Background: an optimization exercise with open tools, aiming at small area. Do not read the settings as production practice.
The RTL was checked by simulation tests, not by an equivalence proof against the original design.
Power and IR drop assume default switching activity.

==> flow/design.v <==
module ppm_dec #(
    parameter integer CPU      = 10,    
    parameter integer Q_IN_CAP = 4,     
    parameter integer Q_OUT_CAP = 4     
) (
    input  wire         clk,
    input  wire         rst,           
    input  wire         pin,           
    input  wire         ready_set,     
    input  wire         kick_set,      
    input  wire         msg_valid,     
    input  wire [31:0]  msg_src,
    output wire         msg_ready,
    output wire         out_valid,     
    output wire [31:0]  out_dst,
    output wire [191:0] out_data,
    input  wire         out_pop,
    output reg          malformed
);
    reg        run;               
    reg        ready;
    reg [3:0]  r;                 
    reg [10:0] q;                 
    reg        kick;
    reg        last;
    reg [3:0]  idx;
    reg [9:0]  frame [0:11];
    reg [31:0] peer;
    reg [31:0] in_src;            
    reg [2:0]  in_cnt;
    reg [31:0]  outq_dst  [0:3];
    reg [119:0] outq_data [0:3];
    reg [1:0]   out_head;
    reg [2:0]   out_cnt;
    wire [3:0]  idx_w   = (idx >= 4'd12) ? 4'd0 : idx;    
    wire        rise    = ~last &  pin;
    wire        fall    =  last & ~pin;
    wire        r_nz    = (r != 4'd0);
    wire        e_gap   = (q > 11'd2020) | ((q == 11'd2020) & r_nz);
    wire        e_long  = (q > 11'd620)  | ((q == 11'd620)  & r_nz);
    wire        is_gap  = rise & e_gap;
    wire        is_chan = rise & ~e_gap;
    wire        is_long = fall & e_long;
    wire        edge_seen = rise | fall;
    wire [9:0]  width_w = (q < 11'd1000) ? 10'd1000 :
                          (q > 11'd2000) ? 10'd976  : q[9:0];
    wire        service  = run & kick;
    wire [31:0] peer_new = (in_cnt != 3'd0) ? in_src : peer;
    wire [119:0] reply_w;
    genvar g;
    generate
        for (g = 0; g < 12; g = g + 1) begin : g_pack
            assign reply_w[10*g +: 10] =
                (run && is_chan && idx_w == g) ? width_w : frame[g];
        end
    endgenerate
    wire push_reply = service && (out_cnt != 3'd4);
    wire pop_reply  = out_pop && (out_cnt != 3'd0);
    wire [1:0] out_tail = out_head + out_cnt[1:0];
    assign msg_ready = (in_cnt != 3'd4);
    assign out_valid = (out_cnt != 3'd0);
    assign out_dst   = outq_dst[out_head];
    wire [119:0] head_w = outq_data[out_head];
    generate
        for (g = 0; g < 12; g = g + 1) begin : g_out
            wire [9:0] w = head_w[10*g +: 10];
            assign out_data[16*g +: 16] =
                {5'd0, ~(w[9:5] == 5'b11111 && w[4:3] != 2'b00), w};
        end
    endgenerate
    wire       accept_msg  = msg_valid && msg_ready;
    wire [2:0] in_cnt_left = service ? 3'd0 : in_cnt;
    integer i;
    always @(posedge clk) begin
        if (rst) begin
            run       <= 1'b0;
            ready     <= 1'b0;
            r         <= 4'd0;
            q         <= 11'd300;
            kick      <= 1'b0;
            last      <= 1'b0;
            idx       <= 4'd0;
            peer      <= 32'd0;
            malformed <= 1'b0;
            in_cnt    <= 3'd0;
            out_head  <= 2'd0;
            out_cnt   <= 3'd0;
            for (i = 0; i < 12; i = i + 1)
                frame[i] <= 10'd1000;
        end else begin
            malformed <= 1'b0;
            if (!run) begin
                if (ready) begin
                    run <= 1'b1;
                    r   <= 4'd0;
                    q   <= 11'd300;
                end
            end else begin
                if (is_gap)
                    idx <= 4'd0;
                else if (is_chan) begin
                    frame[idx_w] <= width_w;
                    idx <= idx_w + 4'd1;
                end else
                    idx <= idx_w;
                if (is_long)
                    malformed <= 1'b1;
                last <= pin;
                if (service) begin
                    kick <= 1'b0;
                    peer <= peer_new;
                end
                if (edge_seen) begin
                    r <= 4'd1;
                    q <= 11'd300;
                end else if (r == 4'd9) begin
                    r <= 4'd0;
                    if (q != 11'h7FF)
                        q <= q + 11'd1;
                end else
                    r <= r + 4'd1;
            end
            if (ready_set)
                ready <= 1'b1;
            if (kick_set)
                kick <= 1'b1;
            if (accept_msg)
                in_src <= msg_src;
            in_cnt <= in_cnt_left + {2'b00, accept_msg};
            if (push_reply) begin
                outq_dst[out_tail]  <= peer_new;
                outq_data[out_tail] <= reply_w;
            end
            if (pop_reply)
                out_head <= out_head + 2'd1;
            out_cnt <= out_cnt + {2'b00, push_reply} - {2'b00, pop_reply};
        end
    end
endmodule
module ppm_enc #(
    parameter integer CPU      = 10,    
    parameter integer Q_IN_CAP = 4      
) (
    input  wire         clk,
    input  wire         rst,           
    input  wire         ready_set,     
    input  wire         kick_set,      
    input  wire         msg_valid,     
    input  wire [8:0]   msg_len,
    input  wire [191:0] msg_data,
    output wire         msg_ready,
    output wire         ppm_out
);
    reg        run;               
    reg        ready;
    reg        kick;
    reg        level;
    reg [3:0]  idx;
    reg        phase;             
    reg [3:0]  fr;                
    reg [14:0] fq;                
    reg [10:0] c;
    reg [9:0]  frame [0:11];
    reg [9:0]  upd [0:11];        
    reg        upd_v;
    reg [2:0]  in_cnt;
    assign ppm_out = level;
    wire        wait_pad = ~level & (idx == 4'd0);
    wire        f_end    = (fq >= 15'd22500);
    wire        on_phase = phase ? (fr == 4'd9) : (fr == 4'd0);
    wire        hit      = wait_pad ? f_end : (on_phase & (c == 11'd301));
    wire [9:0]  ch_w  = frame[idx];
    wire [10:0] ch_v  = {~(ch_w[9:5] == 5'b11111 && ch_w[4:3] != 2'b00), ch_w};
    wire service = run & kick;
    assign msg_ready = (in_cnt != 3'd4);
    wire       accept_msg  = msg_valid && msg_ready;
    wire       accept_upd  = accept_msg && (msg_len == 9'd24);
    wire [2:0] in_cnt_left = service ? 3'd0 : in_cnt;
    wire [9:0] msg_w [0:11];
    genvar g;
    generate
        for (g = 0; g < 12; g = g + 1) begin : g_clamp
            wire [15:0] v = msg_data[16*g +: 16];
            assign msg_w[g] = (v < 16'd1000) ? 10'd1000 :
                              (v > 16'd2000) ? 10'd976  : v[9:0];
        end
    endgenerate
    integer i;
    always @(posedge clk) begin
        if (rst) begin
            run      <= 1'b0;
            ready    <= 1'b0;
            kick     <= 1'b0;
            level    <= 1'b0;
            idx      <= 4'd0;
            phase    <= 1'b0;
            fr       <= 4'd0;
            fq       <= 15'd22500;
            c        <= 11'd0;
            upd_v    <= 1'b0;
            in_cnt   <= 3'd0;
            for (i = 0; i < 12; i = i + 1)
                frame[i] <= 10'd1000;
        end else begin
            if (!run) begin
                if (ready)
                    run <= 1'b1;
            end else begin
                if (fr == 4'd9) begin
                    fr <= 4'd0;
                    fq <= fq + 15'd1;
                end else
                    fr <= fr + 4'd1;
                if (hit) begin
                    level <= ~level;
                    if (!level) begin
                        c <= 11'd600;
                        if (idx == 4'd0) begin
                            phase <= ~(fq == 15'd22500 && fr == 4'd0);
                            fr    <= 4'd1;
                            fq    <= 15'd0;
                        end
                    end else if (idx == 4'd12) begin
                        idx <= 4'd0;
                    end else begin
                        c   <= ch_v;
                        idx <= idx + 4'd1;
                    end
                end else if (on_phase) begin
                    c <= c - 11'd1;
                end
                if (service) begin
                    kick <= 1'b0;
                    if (upd_v)
                        for (i = 0; i < 12; i = i + 1)
                            frame[i] <= upd[i];
                end
            end
            if (ready_set)
                ready <= 1'b1;
            if (kick_set)
                kick <= 1'b1;
            if (accept_upd)
                for (i = 0; i < 12; i = i + 1)
                    upd[i] <= msg_w[i];
            if (service || accept_upd)
                upd_v <= accept_upd;
            in_cnt <= in_cnt_left + {2'b00, accept_msg};
        end
    end
endmodule
module ppm_core (
    input  wire         clk,
    input  wire         rst,             
    input  wire         dec_reset,       
    input  wire         dec_ready,       
    input  wire         dec_kick,        
    input  wire         ppm_in,          
    input  wire         dec_msg_valid,   
    input  wire [31:0]  dec_msg_src,
    output wire         dec_msg_ready,
    output wire         dec_out_valid,   
    output wire [31:0]  dec_out_dst,
    output wire [191:0] dec_out_data,
    input  wire         dec_out_pop,
    output wire         dec_malformed,
    input  wire         enc_reset,       
    input  wire         enc_ready,       
    input  wire         enc_kick,        
    input  wire         enc_msg_valid,   
    input  wire [8:0]   enc_msg_len,
    input  wire [191:0] enc_msg_data,
    output wire         enc_msg_ready,
    output wire         ppm_out          
);
    localparam integer CPU = 10;         
    ppm_dec #(.CPU(CPU), .Q_IN_CAP(4), .Q_OUT_CAP(4)) u_dec (
        .clk       (clk),
        .rst       (rst | dec_reset),
        .pin       (ppm_in),
        .ready_set (dec_ready),
        .kick_set  (dec_kick),
        .msg_valid (dec_msg_valid),
        .msg_src   (dec_msg_src),
        .msg_ready (dec_msg_ready),
        .out_valid (dec_out_valid),
        .out_dst   (dec_out_dst),
        .out_data  (dec_out_data),
        .out_pop   (dec_out_pop),
        .malformed (dec_malformed)
    );
    ppm_enc #(.CPU(CPU), .Q_IN_CAP(4)) u_enc (
        .clk       (clk),
        .rst       (rst | enc_reset),
        .ready_set (enc_ready),
        .kick_set  (enc_kick),
        .msg_valid (enc_msg_valid),
        .msg_len   (enc_msg_len),
        .msg_data  (enc_msg_data),
        .msg_ready (enc_msg_ready),
        .ppm_out   (ppm_out)
    );
endmodule
==> flow/run.sh <==
#!/bin/bash
# synth_recipe.tcl (not shown) runs the flow's synth.tcl, then flattens the netlist and writes it again
# the make line also repeats each setting of config.mk as NAME=value (left out here)
make -C /OpenROAD-flow-scripts/flow DESIGN_CONFIG=/design/flow/config.mk WORK_HOME=/design/flow/orfs CLKGATE_MAP_FILE= SYNTH_SCRIPT=/design/flow/synth_recipe.tcl finish
==> flow/config.mk <==
export PLATFORM = sky130hd
export DESIGN_NAME = ppm_core
export DESIGN_NICKNAME = ppm_core
export VERILOG_FILES = /design/flow/design.v
export SDC_FILE = /design/flow/constraint.sdc
export NUM_CORES = 4
export LEC_CHECK = 0
export CAP_MARGIN = 20
export CORE_MARGIN = 2
export CORE_UTILIZATION = 40
export SLEW_MARGIN = 20
==> flow/constraint.sdc <==
create_clock -name core_clock -period 20.0 [get_ports {clk}]
set_input_delay 4.0000 -clock core_clock [delete_from_list [all_inputs] [get_ports {clk}]]
set_output_delay 4.0000 -clock core_clock [all_outputs]
set_load 0.01 [all_outputs]
==> summary.txt, run 1 <==
Outcome
  • Outcome: finished clean

Timing
  • Hold Vio Cnt, Final: 0
  • Min Hold Slack: 441.6 ps
  • Clk_skew: ~27 ps
  • Fin crit share: a little over two fifths
  • RSZ-0062 raised after global routing: false
  • Slew of the pin with the lowest slew margin: 1098 ps
  • Slew headroom: 26.81%
  • Setup TNS: 0 ps
  • Fin crit period: 8603 ps
  • Slew Limit Fails: 0
  • Achievable frequency: 0.1162 GHz
  • Setup violations, final: 0

Logic synthesis
  • FFs w/ async S/R, synth: 0%
  • Top post-synthesis cells by area: edfxtp_1 58%, dfxtp_1 10%, mux4_2 7.5%, mux2_2 3.4%, nand2_1 3.2%
  • Synth area leader: edfxtp_1
  • Netlist cell types: 86
  • Syn_area_per_cell: 14.41 µm²
  • Gate Count Post-Synth: between 3k and 4k
  • Register area share after synthesis: 67.84%
  • Mapped cell area: 45710 µm²
  • Post-synth top flop: edfxtp_1
  • Number of synthesis warnings: 4
  • Post-synth EDFFs: 880
  • Top-area cell type share of the netlist area: between 50 and 60%
  • Yosys reg bits: 1109

Clocking
  • Clock Tree Buf Depth: 3
  • CTS H-tree depth: 3
  • Clock slew seen by the registers of the worst setup and hold paths: 60 ps
  • Clock net sink count: 1109
  • CTS buffer count: 111
  • Clock root buffer: clkbuf_16
  • CTS tree: done
  • Setup Fix Bufs, Post-CTS: 0
  • CTS resizes: 0
  • Clk latency of the worst-skew pair: ~700 ps
  • Post-CTS Hold Buffers: 0

Placement
  • Routability cong.: 0.8108
  • Placed wire-length estimate: 72.52 mm
  • Port Buf Inserts: 413

Global routing
  • Largest net degree at the start of global routing: 100
  • Initial antenna violation count: 1
  • Total gr overflow: 0
  • First-pass GRT wire length: between 150 and 200 mm
  • Vias in the first global route: 26.87k
  • Overall Global Routing Usage: 18.54%

Worst setup path
  • Critical path, cell by cell: buf_4 > buf_4 > mux4_2 > o211a_1 > nand4_1 > clkdlybuf4s50_1
  • R2r worst-path depth: 8
  • Req. time, crit path: 16000 ps
  • Crit path kind: flip-flop to primary output
  • Setup crit end: dec_out_data[10]
  • Critical path peak fanout: 44
  • Most used cell, CP: buf_4
  • Highest-delay cell along the critical path: buf_4
  • Reg2reg end: u_enc.c[7]$_SDFFE_PP0P_
  • CP Capture Type: primary output
  • R2r setup slk: between 15000 and 20000 ps
  • Max stage delay on crit path: around 800 ps
  • R2R Path Start: u_enc.idx[0]$_SDFFE_PP0P_
  • Setup crit start kind: flip-flop
  • Critical path data arrival time: 4600 ps

Floorplanning
  • Row Count: 124
  • Die W: 342.0 µm
  • Core ar.: 113900 µm²
  • Die height: 342.0 µm
  • Total die area: roughly 120000 µm²
  • Starting Density: 40.14%
  • Io pins: 474

Detailed routing
  • Drt pass-1 iters: 5
  • Final ANT Viol Nets: 0
  • Via count: 26.91k
  • Starting DRC count in detailed routing: around 2.0k
  • DR vias/cell: 5.210
  • Remaining DRCs: 0
  • WL per Instance: 21.28 µm
  • Drt total wl: 109.9 mm

Final layout
  • Register area: 31020 µm²
  • Layout cell share with drive strength beyond 1: around 16%
  • FILL cells: 9869
  • N_diodes: 0
  • Nets@finish: 3835
  • Multi-input gate area: 13360 µm²
  • Area Growth Syn to Fin: 19.66%

Job
  • Max cap viols: 0

Pwr
  • VDD IR max: 0.05999 mV
  • Leakage power: 18.69 nW
  • Pwr dens: between 80 and 90 nW/µm²

Hold path
  • Hold/Removal Path Class: flip-flop to flip-flop
==> synthesized netlist by cell type, types with 7 or more instances <==
cell / n
nand2_1: 393
mux2_2: 137
xor2_1: 18
mux4_2: 152
o2bb2ai_1: 7
nor4_1: 18
xnor2_1: 9
o21bai_1: 13
mux2i_1: 13
o21ai_0: 40
and3_1: 20
buf_6: 7
nand2b_1: 31
a21o_1: 26
or2_2: 52
nor3_1: 80
a31oi_1: 17
a222oi_1: 7
ha_1: 30
a21oi_1: 106
and4_1: 12
a22o_1: 7
mux2_4: 18
nand4_1: 41
nand3_1: 90
and2_1: 20
edfxtp_1: 880
nor2b_1: 8
nor2_1: 234
clkbuf_1: 118
inv_1: 80
dfxtp_1: 229
o211a_1: 25
buf_4: 72
a22oi_1: 21
buf_2: 31
==> critical path: cells and delay by family (launching register included) <==
family	cells	cell delay, ps
buffers and inverters	3	2150
DFF	1	730
muxes	1	640
AOI/OAI and AO/OA	1	260
and+or+nand+nor	1	90
==> registers in the layout, indices dropped and copies added, names as in the netlist, 2 cells and up, named ones only <==
| name | cells |
|---|---|
| u_dec.r | 4 |
| u_dec.in_cnt | 3 |
| u_dec.outq_data | 480 |
| u_enc.idx | 4 |
| u_dec.peer | 32 |
| u_dec.frame | 120 |
| u_enc.fq | 15 |
| u_enc.upd | 120 |
| u_dec.out_head | 2 |
| u_dec.q | 11 |
| u_dec.outq_dst | 128 |
| u_enc.c | 11 |
| u_dec.idx | 4 |
| u_enc.fr | 4 |
| u_dec.in_src | 32 |
| u_dec.out_cnt | 3 |
| u_enc.frame | 120 |
| u_enc.in_cnt | 3 |
==> cell type report <==
cell class | count | area share (%)
Timing Repair Buffer | 455 | 8.135
Clock buffer | 145 | 5.666
Multi-Input combinational cell | 1801 | 24.43
Inverter | 81 | 0.5559
Sequential cell | 1109 | 56.71
Tap cell | 1512 | 3.459
Clock inverter | 62 | 1.041
==> cell usage in the layout (no fill, tap or decap), types with 18 or more instances in the layout <==
cell and count:
clkbuf_16 114, nand3_1 89, dfxtp_1 227, conb_1 60, a21o_1 26, clkinv_1 23, and3_1 19, clkbuf_1 18
buf_4 42, nor3_1 77, inv_1 80, edfxtp_1 880, a21oi_1 105, clkdlybuf4s50_1 413, and2_1 19, o21ai_0 40
nand4_1 41, nor2_1 229, mux2_4 18, xor2_1 18, a22oi_1 21, nand2b_1 31, mux2_2 137, nand2_1 392
ha_1 30, or2_2 52, mux4_2 152, o211a_1 25, nor4_1 18
==> kinds of logic after synthesis <==
kind of cell               share of synthesized area (%)
buffers and inverters                              3.586
adders and majority gates                         0.8650
DFF                                                67.84
and+or+nand+nor                                    10.56
muxes                                              11.74
other                                           0.008204
xor gates and xnor gates                          0.5174
AOI/OAI and AO/OA                                  4.878
==> per-layer routing <==
layer,vias to the layer above,share of wire (%),global-route usage (%)
met3,141,5.6,3.151
met4,0,2.2,4.815
li1,12520,-,-
met5,-,0,0
met1,13490,43,24.85
met2,761,49,31.31
==> power by group <==
part           switching [mW]  internal [mW]  leakage (nW)
clock                   0.872           1.20          1.80
combinational          0.0752         0.0701          6.78
sequential            0.00550           2.49          10.1
==> metrics by stage <==
stage / area [µm²] / util, % / setup WS, ps / total power, mW / instances
after global routing: 54700 / 48.03 / 10910 / 4.860 / 5165
after CTS: 54700 / 48.03 / 11120 / 4.752 / 5165
after detailed placement: 51030 / 44.81 / 11890 / 2.694 / 4958
after floorplan: 45930 / - / 2118 / 2.620 / 3232
after global placement: 51020 / 44.80 / 11870 / 2.692 / 4958
final: 54700 / 48.03 / 11400 / 4.713 / 5165
==> how the worst min path moves through the flow <==
stage,start,to,slack (ps),depth (start not counted)
4_1_cts,u_enc.upd[11][6]$_SDFFCE_PP1P_,u_enc.frame[11][6]$_SDFFE_PP1P_,450,2
2_1_floorplan,u_enc.upd[0][6]$_SDFFCE_PP1P_,u_enc.frame[0][6]$_SDFFE_PP1P_,430,2
3_3_place_gp,u_enc.upd[10][6]$_SDFFCE_PP1P_,u_enc.frame[10][6]$_SDFFE_PP1P_,440,2
5_1_grt,u_enc.upd[2][3]$_SDFFCE_PP1P_,u_enc.frame[2][3]$_SDFFE_PP1P_,470,2
6_report,u_enc.upd[2][3]$_SDFFCE_PP1P_,u_enc.frame[2][3]$_SDFFE_PP1P_,440,2
3_5_place_dp,u_enc.upd[3][8]$_SDFFCE_PP1P_,u_enc.frame[3][8]$_SDFFE_PP1P_,440,2
==> run 2: changes to the inputs <==
--- a/flow/design.v
+++ b/flow/design.v
@@ -25,6 +25,5 @@
     reg        last;
     reg [3:0]  idx;
-    reg [9:0]  frame [0:11];
-    reg [31:0] peer;
+    reg [119:0] frame;            
     reg [31:0] in_src;            
     reg [2:0]  in_cnt;
@@ -46,11 +45,11 @@
                           (q > 11'd2000) ? 10'd976  : q[9:0];
     wire        service  = run & kick;
-    wire [31:0] peer_new = (in_cnt != 3'd0) ? in_src : peer;
-    wire [119:0] reply_w;
+    wire [119:0] frame_nx;
     genvar g;
     generate
         for (g = 0; g < 12; g = g + 1) begin : g_pack
-            assign reply_w[10*g +: 10] =
-                (run && is_chan && idx_w == g) ? width_w : frame[g];
+            wire st = run & is_chan & (idx_w == g);
+            assign frame_nx[10*g +: 10] =
+                ({10{st}} & width_w) | ({10{~st}} & frame[10*g +: 10]);
         end
     endgenerate
@@ -71,5 +70,4 @@
     wire       accept_msg  = msg_valid && msg_ready;
     wire [2:0] in_cnt_left = service ? 3'd0 : in_cnt;
-    integer i;
     always @(posedge clk) begin
         if (rst) begin
@@ -81,12 +79,12 @@
             last      <= 1'b0;
             idx       <= 4'd0;
-            peer      <= 32'd0;
+            in_src    <= 32'd0;
             malformed <= 1'b0;
             in_cnt    <= 3'd0;
             out_head  <= 2'd0;
             out_cnt   <= 3'd0;
-            for (i = 0; i < 12; i = i + 1)
-                frame[i] <= 10'd1000;
+            frame     <= {12{10'd1000}};
         end else begin
+            frame <= frame_nx;
             malformed <= 1'b0;
             if (!run) begin
@@ -99,16 +97,13 @@
                 if (is_gap)
                     idx <= 4'd0;
-                else if (is_chan) begin
-                    frame[idx_w] <= width_w;
+                else if (is_chan)
                     idx <= idx_w + 4'd1;
-                end else
+                else
                     idx <= idx_w;
                 if (is_long)
                     malformed <= 1'b1;
                 last <= pin;
-                if (service) begin
+                if (service)
                     kick <= 1'b0;
-                    peer <= peer_new;
-                end
                 if (edge_seen) begin
                     r <= 4'd1;
@@ -129,6 +124,6 @@
             in_cnt <= in_cnt_left + {2'b00, accept_msg};
             if (push_reply) begin
-                outq_dst[out_tail]  <= peer_new;
-                outq_data[out_tail] <= reply_w;
+                outq_dst[out_tail]  <= in_src;
+                outq_data[out_tail] <= frame_nx;
             end
             if (pop_reply)
@@ -161,5 +156,6 @@
     reg [14:0] fq;                
     reg [10:0] c;
-    reg [9:0]  frame [0:11];
+    reg [9:0]  frame [0:11];      
+    reg        fdef;              
     reg [9:0]  upd [0:11];        
     reg        upd_v;
@@ -170,5 +166,5 @@
     wire        on_phase = phase ? (fr == 4'd9) : (fr == 4'd0);
     wire        hit      = wait_pad ? f_end : (on_phase & (c == 11'd301));
-    wire [9:0]  ch_w  = frame[idx];
+    wire [9:0]  ch_w  = fdef ? 10'd1000 : frame[idx];
     wire [10:0] ch_v  = {~(ch_w[9:5] == 5'b11111 && ch_w[4:3] != 2'b00), ch_w};
     wire service = run & kick;
@@ -187,4 +183,8 @@
     endgenerate
     integer i;
+    always @(posedge clk)
+        if (!rst && service && upd_v)
+            for (i = 0; i < 12; i = i + 1)
+                frame[i] <= upd[i];
     always @(posedge clk) begin
         if (rst) begin
@@ -200,6 +200,5 @@
             upd_v    <= 1'b0;
             in_cnt   <= 3'd0;
-            for (i = 0; i < 12; i = i + 1)
-                frame[i] <= 10'd1000;
+            fdef     <= 1'b1;
         end else begin
             if (!run) begin
@@ -233,6 +232,5 @@
                     kick <= 1'b0;
                     if (upd_v)
-                        for (i = 0; i < 12; i = i + 1)
-                            frame[i] <= upd[i];
+                        fdef <= 1'b0;
                 end
             end
==> run 2 against run 1 <==
Compared with the run above: power down 4.4%; utilization up 1.0 points; combinational power down 23%; still clean on timing, DRC and antenna; clock-buffer cell count down 2; largest cell class unchanged.
==> summary.txt, run 2 <==
Outcome
  • Outcome: finished clean (unchanged)

Hold path
  • Hold Path End: u_enc.frame[11][6]$_DFFE_PP_ (was u_enc.frame[2][3]$_SDFFE_PP1P_)
  • Hold Crit Depth: 0 (was 2)
  • HP Start: u_enc.upd[11][6]$_SDFFCE_PP1P_ (was u_enc.upd[2][3]$_SDFFCE_PP1P_)
  • Hold/Removal Path Class: flip-flop to flip-flop (unchanged)

Timing
  • Fin crit share: 42.56% (was 43.01%)
  • Achievable frequency: 0.1175 GHz (was 0.1162 GHz)
  • Slew of the pin with the lowest slew margin: 1140 ps (was 1098 ps)
  • Fin crit period: 8511 ps (was 8603 ps)
  • Clk_skew: 70.33 ps (was 26.72 ps)
  • RSZ-0062 raised after global routing: false (unchanged)
  • Final WS setup: 11490 ps (was 11400 ps)
  • Setup violations, final: 0 (unchanged)
  • Min Hold Slack: 413.4 ps (was 441.6 ps)
  • Slew headroom: 24.02% (was 26.81%)
  • Slew Limit Fails: 0 (unchanged)
  • Setup TNS: 0 ps (unchanged)
  • Hold Vio Cnt, Final: 0 (unchanged)

Floorplanning
  • Die height: 331.0 µm (was 342.0 µm)
  • Total die area: 109600 µm² (was 117000 µm²)
  • Io pins: 474 (unchanged)
  • Die W: 331.0 µm (was 342.0 µm)
  • Core ar.: 105700 µm² (was 113900 µm²)
  • Starting Density: 40.46% (was 40.14%)
  • Row Count: 119 (was 124)

Placement
  • Setup Slack @ Placement: 11540 ps (was 11890 ps)
  • Port Buf Inserts: 413 (unchanged)
  • Inst Count DP: 4469 (was 4958)
  • Routability cong.: 0.8379 (was 0.8108)
  • Placed wire-length estimate: 62.36 mm (was 72.52 mm)

Worst setup path
  • Critical path peak fanout: 50 (was 44)
  • Reg2reg end: u_dec.outq_data[1][118]$_DFFE_PP_ (was u_enc.c[7]$_SDFFE_PP0P_)
  • Critical path data arrival time: 4510 ps (was 4600 ps)
  • Setup crit start kind: flip-flop (unchanged)
  • R2r worst-path depth: 6 (was 8)
  • Req. time, crit path: 16000 ps (about the same)
  • CP Capture Type: primary output (unchanged)
  • R2R Path Start: u_dec.run$_SDFF_PP0_ (was u_enc.idx[0]$_SDFFE_PP0P_)
  • Crit path kind: flip-flop to primary output (unchanged)
  • R2r setup slk: 15480 ps (was 15860 ps)

Clocking
  • CTS buffer count: 108 (was 111)
  • Clock Tree Buf Depth: 3 (unchanged)
  • Clk latency of the worst-skew pair: 720 ps (was 700 ps)
  • CTS tree: done (unchanged)
  • Post-CTS Hold Buffers: 0 (unchanged)
  • CTS H-tree depth: 3 (unchanged)
  • CTS resizes: 0 (unchanged)
  • Clock slew seen by the registers of the worst setup and hold paths: 60 ps (about the same)
  • Clock root buffer: clkbuf_16 (unchanged)
  • Clock net sink count: 1078 (was 1109)
  • Setup Fix Bufs, Post-CTS: 0 (unchanged)

Final layout
  • Most frequent cells in the layout: 848 x edfxtp_1, 413 x clkdlybuf4s50_1, 235 x nand2_1, 228 x dfxtp_1, 152 x mux4_2 (was 880 x edfxtp_1, 413 x clkdlybuf4s50_1, 392 x nand2_1, 229 x nor2_1, 227 x dfxtp_1)
  • Commonest non-fill, non-tap cell in the layout: edfxtp_1 (unchanged)
  • Area Growth Syn to Fin: 21.21% (was 19.66%)
  • Nets@finish: 3467 (was 3835)
  • Layout cell share with drive strength beyond 1: 15.82% (was 16.45%)
  • Biggest register: u_dec.outq_data (unchanged)
  • Final Non-Filler Cells: 4678 (was 5165)
  • Largest register FFs: 480 (unchanged)
  • Largest regs: u_dec.outq_data x480, u_dec.outq_dst x128 (unchanged)

Pwr
  • Leakage power: 17.64 nW (was 18.69 nW)
  • Pwr Total: 4.505 mW (was 4.713 mW)
  • VDD IR max: 0.06753 mV (was 0.05999 mV)
  • Pwr dens: 86.89 nW/µm² (was 86.17 nW/µm²)

Global routing
  • Met1 Track Usage GR: 21.94% (was 24.85%)
  • First-pass GRT wire length: 146.7 mm (was 165.6 mm)
  • Overall Global Routing Usage: 17.55% (was 18.54%)
  • Total gr overflow: 0 (unchanged)
  • Most Crowded Layer GR: met2 (unchanged)
  • Global Route met3 Usage: 2.926% (was 3.151%)
  • Largest net degree at the start of global routing: 132 (was 100)
  • Initial antenna violation count: 4 (was 1)
  • Met2 Usage GRT: 30.61% (was 31.31%)
  • Vias in the first global route: 25.18k (was 26.87k)

Detailed routing
  • Starting DRC count in detailed routing: 1501 (was 1983)
  • Final ANT Viol Nets: 0 (unchanged)
  • Drt total wl: 97.96 mm (was 109.9 mm)
  • Via count: 24.59k (was 26.91k)
  • DR vias/cell: 5.256 (was 5.210)
  • Remaining DRCs: 0 (unchanged)
  • WL per Instance: 20.94 µm (was 21.28 µm)
  • Drt pass-1 iters: 5 (unchanged)

Logic synthesis
  • Top-area cell type share of the netlist area: 59.53% (was 57.81%)
  • Mapped cell area: 42780 µm² (was 45710 µm²)
  • Yosys reg bits: 1078 (was 1109)
  • Synth cell count leaders: 848 x edfxtp_1, 235 x nand2_1, 230 x dfxtp_1, 152 x mux4_2, 132 x nor2_1 (was 880 x edfxtp_1, 393 x nand2_1, 234 x nor2_1, 229 x dfxtp_1, 152 x mux4_2)
  • Number of synthesis warnings: 4 (unchanged)
  • Post-synth top flop: edfxtp_1 (unchanged)
  • Gate Count Post-Synth: 2763 (was 3173)
  • Top post-synthesis cells by area: edfxtp_1 60%, dfxtp_1 11%, mux4_2 8.0%, nand2_1 2.1%, a21oi_1 1.3% (was edfxtp_1 58%, dfxtp_1 10%, mux4_2 7.5%, mux2_2 3.4%, nand2_1 3.2%)
  • Synth area leader: edfxtp_1 (unchanged)
  • Post-synth EDFFs: 848 (was 880)
  • FFs w/ async S/R, synth: 0% (unchanged)
  • Top-count cell post-synth: edfxtp_1 (unchanged)
  • Netlist cell types: 91 (was 86)
  • Syn_area_per_cell: 15.48 µm² (was 14.41 µm²)
  • Register area share after synthesis: 70.29% (was 67.84%)

Job
  • Max cap viols: 0 (unchanged)
[run 2: changes by cell type after synthesis, moves of 33 or more]
cell / before / now
nand2_1: 393 / 235
mux2_2: 137 / 22
nor2_1: 234 / 132
nand3_1: 90 / 26
o211ai_1: 4 / 65
clkbuf_1: 118 / 76
nor3_1: 80 / 43
o21ai_0: 40 / 73
[run 2: area by class of cell]
type	instances	area [µm²]
inverter	82	307.8
tap	1391	1740
clock inverter	62	661.9
antenna	1	2.502
clock buffer	143	2944
fill	8936	53870
sequential	1078	30080
multi-input combinational	1463	11580
timing repair buffer	458	4536
[run 2: cell families (layout without fill, tap and decap cells)]
kind of cell	after synthesis	after routing	share of synthesized area, %
DFF	1078	1078	70.29
and+or+nand+nor	679	679	8.055
AOI/OAI and AO/OA	467	467	7.471
buffers and inverters	281	745	3.358
muxes	197	197	9.296
adders and majority gates	31	31	0.9243
xor gates and xnor gates	29	29	0.5938
other	1	61	0.008767
[run 2: worst max-delay path, stage by stage, from the launching register on]
cell	delay [ps]
dfxtp_4	620
buf_4	770
buf_6	670
mux4_2	610
o211a_1	290
nand4_1	160
clkdlybuf4s50_1	560
[run 2: routing by layer]
metal / part of all wire [%] / vias to the layer above
li1: - / 11380
met1: 41 / 12240
met2: 51 / 807
met3: 5.3 / 167
met4: 3.2 / 2
met5: 0.010 / -
[run 2: power by group]
group          internal (mW)  switching (mW)  total, mW  leakage (nW)
Sequential              2.39         0.00435       2.40          9.44
Clock                   1.14           0.860       2.00          1.76
Combinational         0.0585          0.0524      0.111          6.45
Total                   3.59           0.917       4.51          17.6
[run 2: worst max-delay path by stage]
| stage | slack (ps) | cells after the start | endpoint |
|---|---|---|---|
| after global placement | 11540 | 7 | u_dec.outq_dst[1][10]$_DFFE_PP_ |
| after global routing | 11070 | 6 | dec_out_data[186] |
| after floorplan | 2230 | 4 | u_enc.upd[0][0]$_SDFFCE_PP0P_ |
| final | 11490 | 6 | dec_out_data[186] |
| after CTS | 10950 | 6 | dec_out_data[186] |
| after detailed placement | 11540 | 7 | u_dec.outq_dst[1][6]$_DFFE_PP_ |
[run 2: stage by stage]
stage | cell area, µm² | utilization, %
2_1_floorplan | 43000 | -
3_3_place_gp | 48160 | 45.56
3_5_place_dp | 48190 | 45.59
4_1_cts | 51800 | 49.00
5_1_grt | 51840 | 49.04
6_report | 51850 | 49.04
==> run 3: changes to the inputs <==
==> flow/flow/run.sh (new file) <==
#!/bin/bash
# The standard layout (standard.sh, synthesis unchanged) with two changes:
# port buffers are buf_1 cells, and CTS clusters up to 25 sinks within
# 100 um per leaf buffer and inserts no dummy loads.
set -euo pipefail
bash standard.sh \
  'BUFFER_PORTS_ARGS=-buffer_cell sky130_fd_sc_hd__buf_1' \
  'CTS_ARGS=-sink_clustering_enable -repair_clock_nets -sink_clustering_size 25 -sink_clustering_max_diameter 100 -dont_use_dummy_load' \
  finish > standard_flow.log 2>&1
==> flow/standard.sh (new file) <==
#!/bin/bash
# synth_recipe.tcl (not shown) runs the flow's synth.tcl, then flattens the netlist and writes it again
# the make line also repeats each setting of config.mk as NAME=value (left out here)
make -C /OpenROAD-flow-scripts/flow DESIGN_CONFIG=/design/flow/config.mk WORK_HOME=/design/flow/orfs CLKGATE_MAP_FILE= SYNTH_SCRIPT=/design/flow/synth_recipe.tcl "${@:-finish}"
removed: flow/run.sh
==> run 3 against run 2 <==
Compared with the run above: non-clock buffer count rose by 4; largest cell class unchanged; register-to-register slack improved by 830 ps; clock power fell by 44%; sequential share of layout area rose by 6.0 points; critical path depth fell by 1; highest routed layer unchanged; first-iteration DRC count rose by 25%.
==> summary.txt, run 3 <==
Final layout
  • Area Growth Syn to Fin: 9.778% (was 21.21%)
  • Layout cell share with drive strength beyond 1: 12.81% (was 15.82%)
  • Nets@finish: 3415 (was 3467)
  • Commonest non-fill, non-tap cell in the layout: edfxtp_1 (unchanged)
  • Util after Layout: 44.42% (was 49.04%)
  • FILL cells: 9423 (was 8936)
  • Biggest register: u_dec.outq_data (unchanged)
  • Largest register FFs: 480 (unchanged)
  • Largest regs: u_dec.outq_data x480, u_dec.outq_dst x128 (unchanged)
  • Most frequent cells in the layout: 848 x edfxtp_1, 413 x buf_1, 235 x nand2_1, 228 x dfxtp_1, 152 x mux4_2 (was 848 x edfxtp_1, 413 x clkdlybuf4s50_1, 235 x nand2_1, 228 x dfxtp_1, 152 x mux4_2)

Timing
  • Fin crit period: 7435 ps (was 8511 ps)
  • RSZ-0062 raised after global routing: false (unchanged)
  • Slew of the pin with the lowest slew margin: 1130 ps (was 1140 ps)
  • Clk_skew: 109.9 ps (was 70.33 ps)
  • Final WS setup: 12570 ps (was 11490 ps)
  • Setup TNS: 0 ps (unchanged)
  • Slew headroom: 24.69% (was 24.02%)
  • Fin crit share: 37.17% (was 42.56%)
  • Achievable frequency: 0.1345 GHz (was 0.1175 GHz)
  • Setup violations, final: 0 (unchanged)
  • Slew Limit Fails: 0 (unchanged)
  • Hold Vio Cnt, Final: 0 (unchanged)

Placement
  • Placed wire-length estimate: 59.87 mm (was 62.36 mm)
  • Setup Slack @ Placement: 12410 ps (was 11540 ps)
  • Port Buf Inserts: 413 (unchanged)
  • Routability cong.: 0.7945 (was 0.8379)

Pwr
  • VDD IR max: 0.06481 mV (was 0.06753 mV)
  • Combinational power share: 2.2% (was 2.5%)
  • Clk network pwr share: 31.1% (was 44.4%)
  • Sequential power share: 66.7% (was 53.2%)
  • Sw power: 0.7085 mW (was 0.9170 mW)
  • Leakage power: 15.42 nW (was 17.64 nW)
  • Internal Pwr Total: 2.877 mW (was 3.588 mW)
  • Pwr dens: 76.35 nW/µm² (was 86.89 nW/µm²)
  • Sw frac: 19.76% (was 20.35%)

Clocking
  • CTS buffer count: 52 (was 108)
  • Setup Fix Bufs, Post-CTS: 0 (unchanged)
  • Post-CTS Hold Buffers: 0 (unchanged)
  • CTS resizes: 0 (unchanged)
  • Clock Tree Buf Depth: 3 (unchanged)
  • Clock net sink count: 1078 (unchanged)
  • CTS H-tree depth: 2 (was 3)
  • CTS tree: done (unchanged)
  • Clk latency of the worst-skew pair: 690 ps (was 720 ps)
  • Clock slew seen by the registers of the worst setup and hold paths: 100 ps (was 60 ps)
  • Clock root buffer: clkbuf_16 (unchanged)

Worst setup path
  • Critical path peak fanout: 40 (was 50)
  • R2r setup slk: 16310 ps (was 15480 ps)
  • Critical path, cell by cell: buf_4 > mux4_2 > o211a_1 > nand4_1 > buf_1 (was buf_4 > buf_6 > mux4_2 > o211a_1 > nand4_1 > clkdlybuf4s50_1)
  • Max stage delay on crit path: 790 ps (was 770 ps)
  • Setup crit start kind: flip-flop (unchanged)
  • R2r worst-path depth: 5 (was 6)
  • Critical path data arrival time: 3430 ps (was 4510 ps)
  • Highest-delay cell along the critical path: buf_4 (unchanged)
  • Req. time, crit path: 16000 ps (about the same)
  • Crit path kind: flip-flop to primary output (unchanged)
  • CP Capture Type: primary output (unchanged)

Logic synthesis
  • FFs w/ async S/R, synth: 0% (unchanged)
  • Yosys reg bits: 1078 (unchanged)
  • Mapped cell area: 42780 µm² (unchanged)
  • Gate Count Post-Synth: 2763 (unchanged)
  • Number of synthesis warnings: 4 (unchanged)
  • Syn_area_per_cell: 15.48 µm² (unchanged)
  • Top post-synthesis cells by area: edfxtp_1 60%, dfxtp_1 11%, mux4_2 8.0%, nand2_1 2.1%, a21oi_1 1.3% (unchanged)
  • Top-count cell post-synth: edfxtp_1 (unchanged)
  • Synth area leader: edfxtp_1 (unchanged)
  • Synth cell count leaders: 848 x edfxtp_1, 235 x nand2_1, 230 x dfxtp_1, 152 x mux4_2, 132 x nor2_1 (unchanged)
  • Post-synth top flop: edfxtp_1 (unchanged)
  • Top-area cell type share of the netlist area: 59.53% (unchanged)
  • Post-synth EDFFs: 848 (unchanged)
  • Netlist cell types: 91 (unchanged)
  • Register area share after synthesis: 70.29% (unchanged)

Outcome
  • Outcome: finished clean (unchanged)

Floorplanning
  • Io pins: 474 (unchanged)
  • Core ar.: 105700 µm² (unchanged)
  • Row Count: 119 (unchanged)
  • Starting Density: 40.46% (unchanged)
  • Die height: 331.0 µm (unchanged)
  • Die W: 331.0 µm (unchanged)
  • Total die area: 109600 µm² (unchanged)

Hold path
  • Hold/Removal Path Class: flip-flop to flip-flop (unchanged)
  • Hold Crit Depth: 0 (unchanged)

Global routing
  • Vias in the first global route: 22.81k (was 25.18k)
  • First-pass GRT wire length: 139.1 mm (was 146.7 mm)
  • Overall Global Routing Usage: 16.74% (was 17.55%)
  • Total gr overflow: 0 (unchanged)
  • Initial antenna violation count: 5 (was 4)
  • Largest net degree at the start of global routing: 89 (was 132)

Detailed routing
  • WL per Instance: 20.64 µm (was 20.94 µm)
  • Via count: 23.68k (was 24.59k)
  • Final ANT Viol Nets: 0 (unchanged)
  • Drt pass-1 iters: 5 (unchanged)
  • DR vias/cell: 5.229 (was 5.256)
  • Starting DRC count in detailed routing: 1876 (was 1501)
  • Remaining DRCs: 0 (unchanged)
  • Drt total wl: 93.46 mm (was 97.96 mm)

Job
  • Max cap viols: 0 (unchanged)
run 3: cell types whose count changed in the layout (fill, tap and decap cells not counted), sizes merged:
| cell | before | now |
|---|---|---|
| clkinvlp | 6 | 0 |
| buf | 45 | 462 |
| clkdlybuf4s50 | 413 | 0 |
| clkinv | 46 | 1 |
| clkbuf | 143 | 52 |
| inv | 85 | 81 |
| bufinv | 7 | 0 |
run 3: worst paths after layout:
kind | from | to
max | flip-flop | dec_out_data[186]
min | u_enc.upd[0][3]$_SDFFCE_PP1P_ | u_enc.frame[0][3]$_DFFE_PP_
max reg2reg | u_dec.run$_SDFF_PP0_ | u_dec.outq_dst[3][27]$_DFFE_PP_
min reg2reg | u_enc.upd[0][3]$_SDFFCE_PP1P_ | u_enc.frame[0][3]$_DFFE_PP_
run 3: logic make-up (layout without fill, tap and decap cells):
logic type,Yosys count,in the layout,synth area share [%]
adders and majority gates,31,31,0.9243
AOI/OAI and AO/OA,467,467,7.471
xor gates and xnor gates,29,29,0.5938
and+or+nand+nor,679,679,8.055
buffers and inverters,281,596,3.358
DFF,1078,1078,70.29
muxes,197,197,9.296
other,1,61,0.008767
run 3: layout make-up:
type / count / area [µm²] / area share (%)
timing repair buffer: 462 / 1953 / 4.159
clock buffer: 52 / 1301 / 2.771
multi-input combinational: 1463 / 11580 / 24.65
antenna: 1 / 2.502 / 0.005329
inverter: 82 / 307.8 / 0.6555
sequential: 1078 / 30080 / 64.05
tap: 1391 / 1740 / 3.706
run 3: through the flow:
stage,instances,power [mW],instance area [µm²],hold slack (ps)
floorplan,2822,2.493,43000,400.3
global placement,4471,2.520,45580,401.1
detailed placement,4472,2.521,45600,404.5
CTS,4524,3.629,46900,416.9
global route,4528,3.712,46960,423.1
finish,4529,3.585,46960,411.2
run 3: power groups by stage:
| stage | Combinational (mW) | Sequential [mW] | Clock, mW |
|---|---|---|---|
| global placement | 0.0775 | 2.44 | 0 |
| finish | 0.0777 | 2.39 | 1.12 |
| detailed placement | 0.0781 | 2.44 | 0 |
| global route | 0.0880 | 2.39 | 1.23 |
| CTS | 0.0783 | 2.39 | 1.16 |
| floorplan | 0.0511 | 2.44 | 0 |
run 3: worst max-delay path, delay by kind of cell, from the launching register on:
kind	cells	cell delay (ps)
buffers and inverters	2	970
AO/OA/AOI/OAI	1	270
flip-flops	1	740
AND/OR/NAND/NOR	1	150
multiplexers	1	610
run 3: routing by layer:
| metal | share of wire [%] | global-route usage, % | up-vias |
|---|---|---|---|
| li1 | - | - | 11170 |
| met1 | 43 | 22.48 | 11810 |
| met2 | 50 | 28.58 | 581 |
| met3 | 4.9 | 2.658 | 116 |
| met4 | 2.2 | 4.025 | 4 |
| met5 | 0.029 | 0 | - |
==> run 4: changes to the inputs <==
--- a/flow/design.v
+++ b/flow/design.v
@@ -30,5 +30,5 @@
     reg [31:0]  outq_dst  [0:3];
     reg [119:0] outq_data [0:3];
-    reg [1:0]   out_head;
+    reg [3:0]   out_head;         
     reg [2:0]   out_cnt;
     wire [3:0]  idx_w   = (idx >= 4'd12) ? 4'd0 : idx;    
@@ -45,20 +45,30 @@
                           (q > 11'd2000) ? 10'd976  : q[9:0];
     wire        service  = run & kick;
+    wire [9:0]   st_w = rst ? 10'd1000 : width_w;
     wire [119:0] frame_nx;
     genvar g;
     generate
         for (g = 0; g < 12; g = g + 1) begin : g_pack
-            wire st = run & is_chan & (idx_w == g);
+            wire st = rst | (run & is_chan & (idx_w == g));
             assign frame_nx[10*g +: 10] =
-                ({10{st}} & width_w) | ({10{~st}} & frame[10*g +: 10]);
+                ({10{st}} & st_w) | ({10{~st}} & frame[10*g +: 10]);
         end
     endgenerate
     wire push_reply = service && (out_cnt != 3'd4);
     wire pop_reply  = out_pop && (out_cnt != 3'd0);
-    wire [1:0] out_tail = out_head + out_cnt[1:0];
+    wire [3:0] out_tail = (out_cnt[1:0] == 2'd0) ? out_head :
+                          (out_cnt[1:0] == 2'd1) ? {out_head[2:0], out_head[3]} :
+                          (out_cnt[1:0] == 2'd2) ? {out_head[1:0], out_head[3:2]} :
+                                                   {out_head[0], out_head[3:1]};
     assign msg_ready = (in_cnt != 3'd4);
     assign out_valid = (out_cnt != 3'd0);
-    assign out_dst   = outq_dst[out_head];
-    wire [119:0] head_w = outq_data[out_head];
+    assign out_dst   = ({32{out_head[0]}} & outq_dst[0]) |
+                       ({32{out_head[1]}} & outq_dst[1]) |
+                       ({32{out_head[2]}} & outq_dst[2]) |
+                       ({32{out_head[3]}} & outq_dst[3]);
+    wire [119:0] head_w = ({120{out_head[0]}} & outq_data[0]) |
+                          ({120{out_head[1]}} & outq_data[1]) |
+                          ({120{out_head[2]}} & outq_data[2]) |
+                          ({120{out_head[3]}} & outq_data[3]);
     generate
         for (g = 0; g < 12; g = g + 1) begin : g_out
@@ -70,4 +80,7 @@
     wire       accept_msg  = msg_valid && msg_ready;
     wire [2:0] in_cnt_left = service ? 3'd0 : in_cnt;
+    always @(posedge clk)
+        frame <= frame_nx;
+    integer i;
     always @(posedge clk) begin
         if (rst) begin
@@ -82,9 +95,7 @@
             malformed <= 1'b0;
             in_cnt    <= 3'd0;
-            out_head  <= 2'd0;
+            out_head  <= 4'b0001;
             out_cnt   <= 3'd0;
-            frame     <= {12{10'd1000}};
         end else begin
-            frame <= frame_nx;
             malformed <= 1'b0;
             if (!run) begin
@@ -123,10 +134,11 @@
                 in_src <= msg_src;
             in_cnt <= in_cnt_left + {2'b00, accept_msg};
-            if (push_reply) begin
-                outq_dst[out_tail]  <= in_src;
-                outq_data[out_tail] <= frame_nx;
-            end
+            for (i = 0; i < 4; i = i + 1)
+                if (push_reply && out_tail[i]) begin
+                    outq_dst[i]  <= in_src;
+                    outq_data[i] <= frame_nx;
+                end
             if (pop_reply)
-                out_head <= out_head + 2'd1;
+                out_head <= {out_head[2:0], out_head[3]};
             out_cnt <= out_cnt + {2'b00, push_reply} - {2'b00, pop_reply};
         end
==> flow/flow/run.sh (replaced) <==
#!/bin/bash
# The standard layout (standard.sh, synthesis unchanged) with three changes:
# port buffers are buf_1 cells; CTS clusters up to 25 sinks within 100 um
# per leaf buffer and inserts no dummy loads; after global routing the
# resizer downsizes cells on all paths with slack to spare (RECOVER_POWER).
set -euo pipefail
bash standard.sh \
  'BUFFER_PORTS_ARGS=-buffer_cell sky130_fd_sc_hd__buf_1' \
  'CTS_ARGS=-sink_clustering_enable -repair_clock_nets -sink_clustering_size 25 -sink_clustering_max_diameter 100 -dont_use_dummy_load' \
  'RECOVER_POWER=100' \
  finish > standard_flow.log 2>&1
==> run 4 against run 3 <==
Compared with the run above: now fails the layout checks on capacitance limit, slew limit; first-iteration DRC count rose by 22%; hold slack got worse by 28 ps; register-to-register slack got worse by 7100 ps; synthesized cell count rose by 9.3%; flip-flop and latch count did not move; die area fell by 2.2%; highest routed layer unchanged; maximum frequency fell by 42%; non-clock buffer count fell by 8; combinational power barely moved; global-route usage rose by 2.4 points.
==> summary.txt, run 4 <==
Timing
  • Slew Limit Fails: 1310 (was 0)
  • Slew of the pin with the lowest slew margin: 4704 ps (was 1130 ps)
  • Fin crit period: 12770 ps (was 7435 ps)
  • Slew headroom: -213.6% (was 24.69%)
  • Achievable frequency: 0.07830 GHz (was 0.1345 GHz)
  • Hold Vio Cnt, Final: 0 (unchanged)
  • RSZ-0062 raised after global routing: false (unchanged)
  • Setup violations, final: 0 (unchanged)
  • Setup TNS: 0 ps (unchanged)
  • Clk_skew: 95.45 ps (was 109.9 ps)
  • Fin crit share: 63.86% (was 37.17%)
  • Final WS setup: 7228 ps (was 12570 ps)

Logic synthesis
  • Synth cell count leaders: 848 x edfxtp_1, 359 x nand2_1, 317 x a22oi_1, 230 x dfxtp_1, 196 x nor2_1 (was 848 x edfxtp_1, 235 x nand2_1, 230 x dfxtp_1, 152 x mux4_2, 132 x nor2_1)
  • Post-synth top flop: edfxtp_1 (unchanged)
  • Number of synthesis warnings: 6 (was 4)
  • Post-synth EDFFs: 848 (unchanged)
  • Register area share after synthesis: 71.93% (was 70.29%)
  • Top-count cell post-synth: edfxtp_1 (unchanged)
  • Top post-synthesis cells by area: edfxtp_1 61%, dfxtp_1 11%, a22oi_1 5.7%, nand2_1 3.2%, mux2i_1 3.0% (was edfxtp_1 60%, dfxtp_1 11%, mux4_2 8.0%, nand2_1 2.1%, a21oi_1 1.3%)
  • Syn_area_per_cell: 13.84 µm² (was 15.48 µm²)
  • Gate Count Post-Synth: 3021 (was 2763)
  • FFs w/ async S/R, synth: 0% (unchanged)
  • Top-area cell type share of the netlist area: 60.92% (was 59.53%)
  • Synth area leader: edfxtp_1 (unchanged)
  • Netlist cell types: 82 (was 91)
  • Mapped cell area: 41800 µm² (was 42780 µm²)
  • Yosys reg bits: 1078 (unchanged)

Job
  • Max cap viols: 25 (was 0)

Final layout
  • Layout cell share with drive strength beyond 1: 4.402% (was 12.81%)
  • Nets@finish: 3639 (was 3415)
  • Largest regs: u_dec.outq_data x480, u_dec.outq_dst x128 (unchanged)
  • N_diodes: 0 (was 1)
  • Area Growth Syn to Fin: 9.288% (was 9.778%)
  • Commonest non-fill, non-tap cell in the layout: edfxtp_1 (unchanged)
  • Largest register FFs: 480 (unchanged)
  • Biggest register: u_dec.outq_data (unchanged)
  • Most frequent cells in the layout: 848 x edfxtp_1, 393 x buf_1, 359 x nand2_1, 317 x a22oi_1, 228 x dfxtp_1 (was 848 x edfxtp_1, 413 x buf_1, 235 x nand2_1, 228 x dfxtp_1, 152 x mux4_2)

Outcome
  • Outcome: failed layout checks (was finished clean)
  • Layout check failures: capacitance limit, slew limit

Clocking
  • Clock Tree Buf Depth: 3 (unchanged)
  • Clk latency of the worst-skew pair: 670 ps (was 690 ps)
  • CTS tree: done (unchanged)
  • CTS resizes: 0 (unchanged)
  • Clock net sink count: 1078 (unchanged)
  • CTS H-tree depth: 2 (unchanged)
  • Setup Fix Bufs, Post-CTS: 0 (unchanged)
  • Clock slew seen by the registers of the worst setup and hold paths: 90 ps (was 100 ps)
  • Clock root buffer: clkbuf_16 (unchanged)
  • CTS buffer count: 50 (was 52)
  • Post-CTS Hold Buffers: 0 (unchanged)

Hold path
  • Hold/Removal Path Class: flip-flop to flip-flop (unchanged)
  • HP Start: u_enc.upd[1][6]$_SDFFCE_PP1P_ (was u_enc.upd[0][3]$_SDFFCE_PP1P_)

Detailed routing
  • Final ANT Viol Nets: 0 (unchanged)
  • Via count: 25.37k (was 23.68k)
  • WL per Instance: 22.29 µm (was 20.64 µm)
  • Drt pass-1 iters: 7 (was 5)
  • DR vias/cell: 5.349 (was 5.229)
  • Starting DRC count in detailed routing: 2293 (was 1876)
  • Remaining DRCs: 0 (unchanged)
  • Drt total wl: 105.7 mm (was 93.46 mm)

Worst setup path
  • Critical path, cell by cell: clkbuf_1 > clkbuf_1 > a22oi_1 > nand2_1 > o21ai_0 > nand4bb_1 > buf_1 (was buf_4 > mux4_2 > o211a_1 > nand4_1 > buf_1)
  • Critical path peak fanout: 63 (was 40)
  • Max stage delay on crit path: 2650 ps (was 790 ps)
  • R2R Path Start: u_dec.out_head[3]$_SDFFE_PN0P_ (was u_dec.run$_SDFF_PP0_)
  • Crit path from: u_dec.out_head[1]$_SDFFE_PN0P_
  • Highest-delay cell along the critical path: clkbuf_1 (was buf_4)
  • Crit path kind: flip-flop to primary output (unchanged)
  • R2r setup slk: 9210 ps (was 16310 ps)
  • Req. time, crit path: 16000 ps (about the same)
  • Most used cell, CP: clkbuf_1
  • Critical path data arrival time: 8770 ps (was 3430 ps)
  • Setup crit start kind: flip-flop (unchanged)
  • CP Capture Type: primary output (unchanged)

Global routing
  • Initial antenna violation count: 8 (was 5)
  • Vias in the first global route: 23.97k (was 22.81k)
  • Largest net degree at the start of global routing: 126 (was 89)
  • Total gr overflow: 0 (unchanged)
  • Overall Global Routing Usage: 19.11% (was 16.74%)
  • First-pass GRT wire length: 154.3 mm (was 139.1 mm)

Placement
  • Placed wire-length estimate: 66.16 mm (was 59.87 mm)
  • Setup Slack @ Placement: 12440 ps (was 12410 ps)
  • Port Buf Inserts: 413 (unchanged)
  • Routability cong.: 0.8248 (was 0.7945)

Pwr
  • VDD IR max: 0.05712 mV (was 0.06481 mV)
  • Leakage power: 16.28 nW (was 15.42 nW)
  • Pwr dens: 78.07 nW/µm² (was 76.35 nW/µm²)

Floorplanning
  • Row Count: 118 (was 119)
  • Starting Density: 40.33% (was 40.46%)
  • Core ar.: 103600 µm² (was 105700 µm²)
  • Die W: 327.3 µm (was 331.0 µm)
  • Die height: 327.3 µm (was 331.0 µm)
  • Io pins: 474 (unchanged)
  • Total die area: 107100 µm² (was 109600 µm²)
run 4: through the flow:
stage | hold slack, ps | total power, mW | area [µm²] | instances | util (%)
floorplan | 400.3 | 2.491 | 42020 | 3080 | -
global placement | 401.2 | 2.520 | 44560 | 4691 | 42.99
detailed placement | 404.5 | 2.521 | 44580 | 4692 | 43.01
CTS | 399.7 | 3.599 | 45830 | 4742 | 44.22
global route | 396.1 | 3.678 | 45690 | 4742 | 44.08
finish | 383.3 | 3.567 | 45690 | 4742 | 44.08
run 4: cell type report:
type	instances	area (µm²)
tap	1380	1727
sequential	1078	30080
inverter	85	319.1
fill	9395	57960
clock buffer	50	1251
timing repair buffer	454	1795
multi-input combinational	1695	10520
run 4: kinds of logic after synthesis:
family,after synthesis,share of synthesized area [%]
AO/OA/AOI/OAI,620,10.67
XOR/XNOR,20,0.4190
adder cells (fa/ha/maj),30,0.9159
buffers and inverters,307,3.436
flip-flops,1078,71.93
multiplexers,133,3.319
other,1,0.008971
AND/OR/NAND/NOR,832,9.297
run 4: critical path, delay by kind of cell, from the launching register on:
| family | cells | cell delay [ps] |
|---|---|---|
| buffers and inverters | 3 | 4990 |
| AO/OA/AOI/OAI | 2 | 570 |
| flip-flops | 1 | 1910 |
| AND/OR/NAND/NOR | 2 | 630 |
run 4: path summary, 6_finish.rpt:
path                                      endpoint  depth (start not counted)
setup / recovery                 dec_out_data[186]                          7
hold reg to reg        u_enc.frame[1][6]$_DFFE_PP_                          0
hold / removal         u_enc.frame[1][6]$_DFFE_PP_                          0
setup reg to reg  u_dec.outq_data[3][30]$_DFFE_PP_                          4
run 4: power by group:
part	internal, mW	switching (mW)	total [mW]
logic	0.0259	0.0515	0.0775
clock network	0.447	0.651	1.10
registers	2.39	0.00430	2.39
run 4: per-layer routing:
layer / GRT usage (%) / up-vias / wire [µm] / part of all wire, %
met5: 0 / - / 23 / 0.022
met3: 3.173 / 117 / 6533 / 6.2
met1: 26.83 / 12600 / 46790 / 44
met4: 4.866 / 4 / 2610 / 2.5
li1: - / 11830 / - / -
met2: 30.96 / 824 / 49750 / 47
==> run 5: changes to the inputs <==
--- a/flow/design.v
+++ b/flow/design.v
@@ -178,5 +178,11 @@
     wire        on_phase = phase ? (fr == 4'd9) : (fr == 4'd0);
     wire        hit      = wait_pad ? f_end : (on_phase & (c == 11'd301));
-    wire [9:0]  ch_w  = fdef ? 10'd1000 : frame[idx];
+    reg  [9:0]  ch_w;
+    integer k;
+    always @* begin
+        ch_w = fdef ? 10'd1000 : 10'd0;
+        for (k = 0; k < 12; k = k + 1)
+            ch_w = ch_w | ({10{~fdef && idx == k}} & frame[k]);
+    end
     wire [10:0] ch_v  = {~(ch_w[9:5] == 5'b11111 && ch_w[4:3] != 2'b00), ch_w};
     wire service = run & kick;
==> flow/flow/run.sh (replaced) <==
#!/bin/bash
# The standard layout (standard.sh, synthesis unchanged) with two changes:
# port buffers are buf_1 cells, and CTS clusters up to 25 sinks within
# 100 um per leaf buffer and inserts no dummy loads.
set -euo pipefail
bash standard.sh \
  'BUFFER_PORTS_ARGS=-buffer_cell sky130_fd_sc_hd__buf_1' \
  'CTS_ARGS=-sink_clustering_enable -repair_clock_nets -sink_clustering_size 25 -sink_clustering_max_diameter 100 -dont_use_dummy_load' \
  finish > standard_flow.log 2>&1
==> run 5 against run 4 <==
Compared with the run above: the run now finishes clean; highest routed layer unchanged; utilization grew 0.080 points; worst setup slack gained 4700 ps; hold slack gained 12 ps; first-iteration DRC count grew 7.4%; flip-flop and latch count is the same; final area is essentially flat; clock power is essentially flat; synthesized cell count shrank 0.20%; critical endpoint unchanged; sequential power is essentially flat; largest cell class unchanged; non-clock buffer count shrank 4.
==> summary.txt, run 5 <==
Timing
  • Slew Limit Fails: 0 (was 1310)
  • Achievable frequency: 0.1246 GHz (was 0.07830 GHz)
  • Fin crit period: 8023 ps (was 12770 ps)
  • Fin crit share: 40.11% (was 63.86%)
  • Slew of the pin with the lowest slew margin: 1021 ps (was 4704 ps)
  • RSZ-0062 raised after global routing: false (unchanged)
  • Clk_skew: 52.85 ps (was 95.45 ps)
  • Setup TNS: 0 ps (unchanged)
  • Hold Vio Cnt, Final: 0 (unchanged)
  • Slew headroom: 31.95% (was -213.6%)
  • Setup violations, final: 0 (unchanged)

Global routing
  • Vias in the first global route: 24.14k (was 23.97k)
  • Largest net degree at the start of global routing: 80 (was 126)
  • Overall Global Routing Usage: 18.74% (was 19.11%)
  • Total gr overflow: 0 (unchanged)
  • Most Crowded Layer GR: met2 (unchanged)
  • Met1 Track Usage GR: 24.85% (was 26.83%)
  • First-pass GRT wire length: 152.2 mm (was 154.3 mm)
  • Global Route met3 Usage: 4.717% (was 3.173%)
  • Initial antenna violation count: 6 (was 8)
  • Met2 Usage GRT: 30.54% (was 30.96%)

Clocking
  • Clock net sink count: 1078 (unchanged)
  • Post-CTS Hold Buffers: 0 (unchanged)
  • Clock root buffer: clkbuf_16 (unchanged)
  • Clock slew seen by the registers of the worst setup and hold paths: 90 ps (about the same)
  • CTS buffer count: 52 (was 50)
  • CTS tree: done (unchanged)
  • Clk latency of the worst-skew pair: 660 ps (was 670 ps)
  • Clock Tree Buf Depth: 3 (unchanged)
  • CTS resizes: 0 (unchanged)
  • CTS H-tree depth: 2 (unchanged)
  • Setup Fix Bufs, Post-CTS: 0 (unchanged)

Floorplanning
  • Die W: 327.0 µm (was 327.3 µm)
  • Row Count: 118 (unchanged)
  • Die height: 327.0 µm (was 327.3 µm)
  • Io pins: 474 (unchanged)
  • Total die area: 106900 µm² (was 107100 µm²)
  • Starting Density: 40.31% (was 40.33%)
  • Core ar.: 103500 µm² (was 103600 µm²)

Worst setup path
  • Crit path kind: flip-flop to primary output (unchanged)
  • Critical path data arrival time: 4020 ps (was 8770 ps)
  • Req. time, crit path: 16000 ps (about the same)
  • CP Capture Type: primary output (unchanged)
  • Critical path peak fanout: 62 (was 63)
  • Setup crit start kind: flip-flop (unchanged)

Detailed routing
  • Drt total wl: 102.8 mm (was 105.7 mm)
  • Drt pass-1 iters: 6 (was 7)
  • Via count: 25.09k (was 25.37k)
  • Starting DRC count in detailed routing: 2463 (was 2293)
  • DR vias/cell: 5.299 (was 5.349)
  • Remaining DRCs: 0 (unchanged)
  • Final ANT Viol Nets: 0 (unchanged)
  • WL per Instance: 21.72 µm (was 22.29 µm)

Pwr
  • Pwr dens: 78.53 nW/µm² (was 78.07 nW/µm²)
  • Pwr Total: 3.589 mW (was 3.567 mW)
  • VDD IR max: 0.06388 mV (was 0.05712 mV)
  • Leakage power: 15.69 nW (was 16.28 nW)

Placement
  • Port Buf Inserts: 413 (unchanged)
  • Placed wire-length estimate: 65.17 mm (was 66.16 mm)
  • Routability cong.: 0.7894 (was 0.8248)

Final layout
  • Most frequent cells in the layout: 848 x edfxtp_1, 413 x buf_1, 329 x a22oi_1, 312 x nand2_1, 226 x dfxtp_1 (was 848 x edfxtp_1, 393 x buf_1, 359 x nand2_1, 317 x a22oi_1, 228 x dfxtp_1)
  • Largest regs: u_dec.outq_data x480, u_dec.outq_dst x128 (unchanged)
  • Nets@finish: 3631 (was 3639)
  • Area Growth Syn to Fin: 9.549% (was 9.288%)
  • Commonest non-fill, non-tap cell in the layout: edfxtp_1 (unchanged)
  • Layout cell share with drive strength beyond 1: 6.202% (was 4.402%)
  • Util after Layout: 44.16% (was 44.08%)
  • Biggest register: u_dec.outq_data (unchanged)
  • Largest register FFs: 480 (unchanged)

Logic synthesis
  • Mapped cell area: 41720 µm² (was 41800 µm²)
  • Top post-synthesis cells by area: edfxtp_1 61%, dfxtp_1 11%, a22oi_1 5.9%, nand2_1 2.8%, nor2_1 1.6% (was edfxtp_1 61%, dfxtp_1 11%, a22oi_1 5.7%, nand2_1 3.2%, mux2i_1 3.0%)
  • Yosys reg bits: 1078 (unchanged)
  • Synth cell count leaders: 848 x edfxtp_1, 329 x a22oi_1, 312 x nand2_1, 230 x dfxtp_1, 181 x nor2_1 (was 848 x edfxtp_1, 359 x nand2_1, 317 x a22oi_1, 230 x dfxtp_1, 196 x nor2_1)
  • Netlist cell types: 82 (unchanged)
  • Top-count cell post-synth: edfxtp_1 (unchanged)
  • Number of synthesis warnings: 6 (unchanged)
  • Post-synth EDFFs: 848 (unchanged)
  • FFs w/ async S/R, synth: 0% (unchanged)
  • Syn_area_per_cell: 13.84 µm² (about the same)
  • Synth area leader: edfxtp_1 (unchanged)
  • Top-area cell type share of the netlist area: 61.04% (was 60.92%)
  • Gate Count Post-Synth: 3015 (was 3021)
  • Register area share after synthesis: 72.08% (was 71.93%)
  • Post-synth top flop: edfxtp_1 (unchanged)

Hold path
  • Hold/Removal Path Class: flip-flop to flip-flop (unchanged)

Outcome
  • Outcome: finished clean (was failed layout checks)

Job
  • Max cap viols: 0 (was 25)
==> run 5: kinds of logic (layout without fill, tap and decap cells) <==
group,after synthesis,count (layout),share of synthesized area (%)
DFF,1078,1078,72.08
and+or+nand+nor,846,846,10.29
AOI/OAI and AO/OA,675,675,11.17
buffers and inverters,306,586,3.572
muxes,54,54,1.449
adders and majority gates,30,30,0.9177
xor gates and xnor gates,25,25,0.5248
other,1,61,0.008989
==> run 5: through the flow <==
step                      instances  hold slack [ps]  worst slack (ps)  instance area, µm²
after floorplan                3074            400.3              2115               41940
after global placement         4682            400.8             12660               44400
after detailed placement       4682            404.5             12620               44400
after CTS                      4734            399.1             11920               45700
after global routing           4735            406.2             11760               45700
final                          4735            395.4             11980               45700
==> run 5: power by group <==
part	internal (mW)	leakage, nW	total (mW)	switching [mW]
Clock	0.464	0.641	1.12	0.657
Sequential	2.39	10.2	2.39	0.00407
Combinational	0.0255	4.89	0.0776	0.0521
==> run 5: worst max-delay path: stages, from the launching register on <==
cell and delay [ps]:
dfxtp_4 680, buf_4 730, buf_4 790, a22oi_1 150, nand2_1 230, o21ai_0 150, nand4bb_1 370, buf_1 220
==> run 5: path summary, 6_finish.rpt <==
path	startpoint	end	slack, ps	cells after the start
worst max-delay path	u_dec.out_head[3]$_SDFFE_PN0P_	dec_out_data[186]	11980	7
worst min-delay path	u_enc.upd[9][4]$_SDFFCE_PP0P_	u_enc.frame[9][4]$_DFFE_PP_	400	0
worst max register to register	u_dec.out_head[0]$_SDFFE_PN1P_	u_dec.outq_data[1][45]$_DFFE_PP_	15350	5
worst min register to register	u_enc.upd[9][4]$_SDFFCE_PP0P_	u_enc.frame[9][4]$_DFFE_PP_	400	0
==> run 5: area by class of cell <==
class                           count  area, µm²
Inverter                           84      315.3
Sequential cell                  1078      30080
Antenna cell                        1      2.502
Multi-Input combinational cell   1690      10450
Timing Repair Buffer              450       1828
Clock buffer                       52       1301
Fill cell                        9417      57790
Tap cell                         1380       1727
==> run 5: metal layers <==
| metal | part of all wire [%] | wire [µm] |
|---|---|---|
| met2 | 47 | 48560 |
| met5 | 0.021 | 22 |
| met1 | 42 | 43500 |
| met3 | 7.6 | 7850 |
| met4 | 2.8 | 2907 |

## separate check: timing with driven ports
No port has a modelled driver above. Below, the same layouts with a new extraction and two added sets of constraints.
Step 1 assumes that a clkbuf_16 drives the clock port and a buf_2 every other input.
Step 2 moves the port delays by t, midway between the first and last clock arrival at a register: inputs arrive t later, outputs are due t later. That takes back most of the time a late clock gives input paths.
a / b / c = ideal ports / drivers / drivers and shift; a / b = the first two.
| run | t (ns) | slack for setup (ns) | hold WS [ns] | worst setup path after step 2 |
|---|---|---|---|---|
| run 1 | 0.748 | 11.397 / 11.333 / 12.081 | 0.442 / 0.442 / 0.442 | register to output |
| run 2 | 0.760 | 11.489 / 11.417 / 11.629 | 0.413 / 0.413 / 0.413 | input to register |
| run 3 | 0.706 | 12.565 / 12.493 / 12.519 | 0.411 / 0.411 / 0.411 | input to register |
| run 4 | 0.690 | 7.228 / 7.160 / 7.850 | 0.383 / 0.383 / 0.383 | register to output |
| run 5 | 0.708 | 11.977 / 11.910 / 12.618 | 0.395 / 0.395 / 0.395 | register to output |
For run 3, which loses most, drivers alone change the setup slack by -0.072 ns; drivers and shift together by -0.046 ns.
